Context: an optimization exercise on an open-source flow, tuned for small area, a short achievable clock period and few clock cycles. The choices shown serve that exercise and are no tape-out recipe.
Where RTL was checked, it was by simulation tests only, not by an equivalence proof against the original.
Power is estimated from default activity; no workload was simulated.

Setup of P:
// nes_bankbus
module nes_bankbus (
    input             clk,
    input             rst,
    input      [7:0]  cfg_song,
    input      [7:0]  cfg_region,
    input      [15:0] cfg_init_addr,
    input      [15:0] cfg_play_addr,
    input      [15:0] cfg_load_addr,
    input      [15:0] cfg_vec_nmi,
    input      [15:0] cfg_vec_irq,
    input      [63:0] cfg_bank_init,
    input      [20:0] cfg_file_len,
    input             req_valid,
    output reg        req_ready,
    input      [1:0]  req_op,       
    input      [15:0] req_addr,
    input      [7:0]  req_wdata,
    output reg        resp_valid,
    output reg [7:0]  resp_rdata,
    output reg        resp_err,
    output reg        fault,
    output reg        fault_io,
    output reg        apu_valid,
    output     [15:0] apu_addr,
    output     [7:0]  apu_data,
    output reg        mem_en,
    output reg        mem_we,
    output reg [16:0] mem_addr,
    output reg [7:0]  mem_wdata,
    input      [7:0]  mem_rdata,
    output reg        file_en,
    output reg [20:0] file_addr,
    input      [7:0]  file_rdata,
    input             file_bad
);
    localparam S_IDLE = 4'd0;
  ...
Size in the first run: ~1300 cells after synthesis, roughly 180 flip-flops, ~13000 um^2 of cells after synthesis.
==> flow/config.mk <==
export PLATFORM = sky130hd
export DESIGN_NAME = nes_bankbus
export DESIGN_NICKNAME = nes_bankbus
export VERILOG_FILES = /design/flow/design.v
export SDC_FILE = /design/flow/constraint.sdc
export NUM_CORES = 4
export LEC_CHECK = 0
export CAP_MARGIN = 20
export CORE_MARGIN = 2
export CORE_UTILIZATION = 40
export PLACE_DENSITY = 0.6
export SLEW_MARGIN = 20
==> flow/constraint.sdc <==
create_clock -name core_clock -period 12.0 [get_ports {clk}]
set_input_delay 2.4000 -clock core_clock [delete_from_list [all_inputs] [get_ports {clk}]]
set_output_delay 2.4000 -clock core_clock [all_outputs]
set_load 0.01 [all_outputs]
standard.sh (not shown) runs the stock make flow with config.mk's settings and CLKGATE_MAP_FILE= SYNTH_SCRIPT=/design/flow/synth_recipe.tcl, a recipe that flattens the netlist after the stock synthesis.
==> flow/flow/run.sh <==
#!/bin/bash
# Standard ORFS layout, but the input and output port buffers are buf_2 cells
# instead of the default delay buffers. Each tool's output goes to a log here.
set -o pipefail
bash standard.sh "BUFFER_PORTS_ARGS=-buffer_cell sky130_fd_sc_hd__buf_2" finish > standard.log 2>&1
Testbench counts of P, summed over its fixed seeds: cycles 802,077.
[inputs] Q vs P
-- flow/design.v --
<<< P, line 46
    localparam S_FILL = 4'd10;   
    localparam S_FEND = 4'd11;   
    reg [3:0]  state;
    reg [3:0]  nst;
>>> Q, line 46
    localparam S_FILL = 4'd10;   
    localparam S_FEND = 4'd11;   
    localparam S_ZST  = 4'd12;   
    reg [3:0]  state;
    reg [3:0]  nst;
<<< P, line 102
    wire        a_bank  = (a[15:3] == 13'h0BFF);
    wire        a_shim  = (a[15:7] == 9'h020);
    wire        a_vec   = a[15] && (a[14:3] == 12'hFFF) && (a[2] || a[1]);
    wire [16:0] a_maddr = {2'b00, a[14:12] & {3{a[15]}}, a[11] | (a[14] & !a[15]), a[10:0]};
    wire [3:0]  w_code  = win[mem_addr[14:12]];
>>> Q, line 103
    wire        a_bank  = (a[15:3] == 13'h0BFF);
    wire        a_shim  = (a[15:7] == 9'h020);
    wire        a_vec   = (a[14:3] == 12'hFFF) && (a[2] || a[1]);
    wire [16:0] a_maddr = {2'b00, a[14:12] & {3{a[15]}}, a[11] | (a[14] & !a[15]), a[10:0]};
    wire [3:0]  w_code  = win[mem_addr[14:12]];
<<< P, line 158
    end
    wire        in_fill = (state == S_FILL);
    wire [21:0] f_add   = in_fill ? 22'd1 : (state == S_ZERO) ? 22'h81 : {2'b00, mem_wdata, 12'h081};
    wire [21:0] f_sum   = {sgn, file_addr} + f_add;
    wire        f_ok    = in_q && (hlt_q || (heq_q && llt_q));
    wire [14:0] jn      = mem_addr[14:0] + 15'd1;
>>> Q, line 159
    end
    wire        in_fill = (state == S_FILL);
    wire [12:0] l_sum   = {1'b0, file_addr[11:0]} + (in_fill ? 13'd1 : 13'h081);
    wire        l_wrap  = (file_addr[11:0] == 12'hFFF);
    wire [7:0]  h_op    = (state == S_SRCH) ? mem_wdata : 8'h00;
    wire [9:0]  h_sum   = {sgn, file_addr[20:12]} + {2'b00, h_op} + {9'd0, in_fill ? l_wrap : err};
    wire        f_ok    = in_q && (hlt_q || (heq_q && llt_q));
    wire [14:0] jn      = mem_addr[14:0] + 15'd1;
<<< P, line 200
                            resp_err <= 1'b1;
                        end else begin
                            mem_en <= 1'b1;
                            mem_we <= 1'b1;
                            mem_addr <= 17'd0;
                            mem_wdata <= 8'h00;
                            nst = S_ZERO;
                        end
                    end else if (!req_op[0]) begin
>>> Q, line 203
                            resp_err <= 1'b1;
                        end else begin
                            nst = S_ZST;
                        end
                    end else if (!req_op[0]) begin
<<< P, line 270
                end
            end
            S_ZERO: begin
                mem_addr[11:0] <= (mem_addr[11:0] == 12'h817) ? 12'hFF8 : jn[11:0];
                mem_wdata <= (mem_addr[11:0] == 12'h816) ? 8'h40 : 8'h00;
                {sgn, file_addr} <= {7'h7F, ~cfg_load_addr[14:0]};
                if (mem_addr[11:0] == 12'hFFF) begin
                    mem_en <= 1'b0;
>>> Q, line 269
                end
            end
            S_ZST: begin
                mem_en <= 1'b1;
                mem_we <= 1'b1;
                mem_addr <= 17'd0;
                mem_wdata <= 8'h00;
                nst = S_ZERO;
            end
            S_ZERO: begin
                mem_addr[11:0] <= (mem_addr[11:0] == 12'h817) ? 12'hFF8 : jn[11:0];
                mem_wdata <= (mem_addr[11:0] == 12'h816) ? 8'h40 : 8'h00;
                if (mem_addr[11:0] == 12'hFFE) begin
                    file_addr[11:0] <= l_sum[11:0];
                    err <= l_sum[12];
                end else if (mem_addr[11:0] != 12'hFFF) begin
                    {sgn, file_addr} <= {7'h7F, ~cfg_load_addr[14:0]};
                end
                if (mem_addr[11:0] == 12'hFFF) begin
                    mem_en <= 1'b0;
<<< P, line 286
                        nst = S_LBS;
                    end else begin
                        {sgn, file_addr} <= f_sum;
                        file_en <= 1'b1;
                        err <= 1'b0;
>>> Q, line 297
                        nst = S_LBS;
                    end else begin
                        {sgn, file_addr[20:12]} <= h_sum;
                        file_en <= 1'b1;
                        err <= 1'b0;
<<< P, line 306
                resp_rdata <= mem_rdata;
                cs <= cs + 4'd1;
                if (cs != 4'd15 && cs != 4'd0 && resp_rdata == mem_wdata) begin
                    cs <= cs;
>>> Q, line 317
                resp_rdata <= mem_rdata;
                cs <= cs + 4'd1;
                if (cs == 4'd15) begin
                    file_addr[11:0] <= l_sum[11:0];
                    err <= l_sum[12];
                end
                if (cs != 4'd15 && cs != 4'd0 && resp_rdata == mem_wdata) begin
                    cs <= cs;
<<< P, line 331
                    mem_we <= 1'b1;
                    cs <= vreg;
                    {sgn, file_addr} <= f_sum;
                    file_en <= 1'b1;
                    err <= 1'b0;
>>> Q, line 346
                    mem_we <= 1'b1;
                    cs <= vreg;
                    {sgn, file_addr[20:12]} <= h_sum;
                    file_en <= 1'b1;
                    err <= 1'b0;
<<< P, line 339
            end
            S_FILL: begin
                {sgn, file_addr} <= f_sum;
                ffirst <= 1'b0;
                if (ffirst) begin
>>> Q, line 354
            end
            S_FILL: begin
                file_addr[11:0] <= l_sum[11:0];
                {sgn, file_addr[20:12]} <= h_sum;
                ffirst <= 1'b0;
                if (ffirst) begin
## What came out
Q reached the end of the flow, and the finished layout is clean on the timing, DRC and antenna checks.
Diff P..Q | count of inserted antenna diode cells | unchanged
Status: initial cell density of the core parity (Q, P)
Met3 usage in Q vs P: down 0.31 points
Note that the routed length on met1 recorded for P amounts to 0.944 times the value seen in Q.
Q vs P on achievable clock frequency: Q is the lower one.
[compare] base=P new=Q: post-route standard cell area excluding fillers went up 400 um^2; setup slack moved down; global-route usage went up 0.73 points.
Diff P -> Q | minimum period implied by the final worst setup slack | increase of 0.70 ns
| power dissipated in sequential cells | higher: P |
Lower share of the clock period used by the worst path after layout was reported by P, not Q.
Sort Q and P by global-route met2 utilization asc -> top: P
Number of signal-net buffers in the layout, Q and P: higher on Q
Only the layout flow was run in Q; the RTL was not checked for function there.

## what the ideal ports hide
How much do the figures lean on ideal ports? The routed layouts below were timed once more, with nothing changed but the port constraints. Step 1 assumes that a clkbuf_16 drives the clock port and a buf_2 every other input. Step 2 adds t to the input delays and takes it off the output delays; t is the mean of the earliest and latest rising clock arrival at the registers after step 1. Input paths then give back, and output paths get back, about the clock's delay inside the block. Slacks: ideal / step 1 / step 2; pairs: ideal / step 1.
| run | t (ns) | slack for setup (ns) | hold WS [ns] | latest minus earliest clock arrival (ns) |
|---|---|---|---|---|
| P | 0.482 | 7.572 / 7.572 / 7.463 | 0.493 / 0.493 / 0.493 | 0.013 / 0.013 |
| Q | 0.492 | 6.868 / 6.868 / 6.868 | 0.470 / 0.470 / 0.470 | 0.017 / 0.016 |
After both steps setup and hold are still met in every run listed. For P, which loses most, drivers alone change the setup slack by 0.000 ns; drivers and shift together by -0.109 ns.
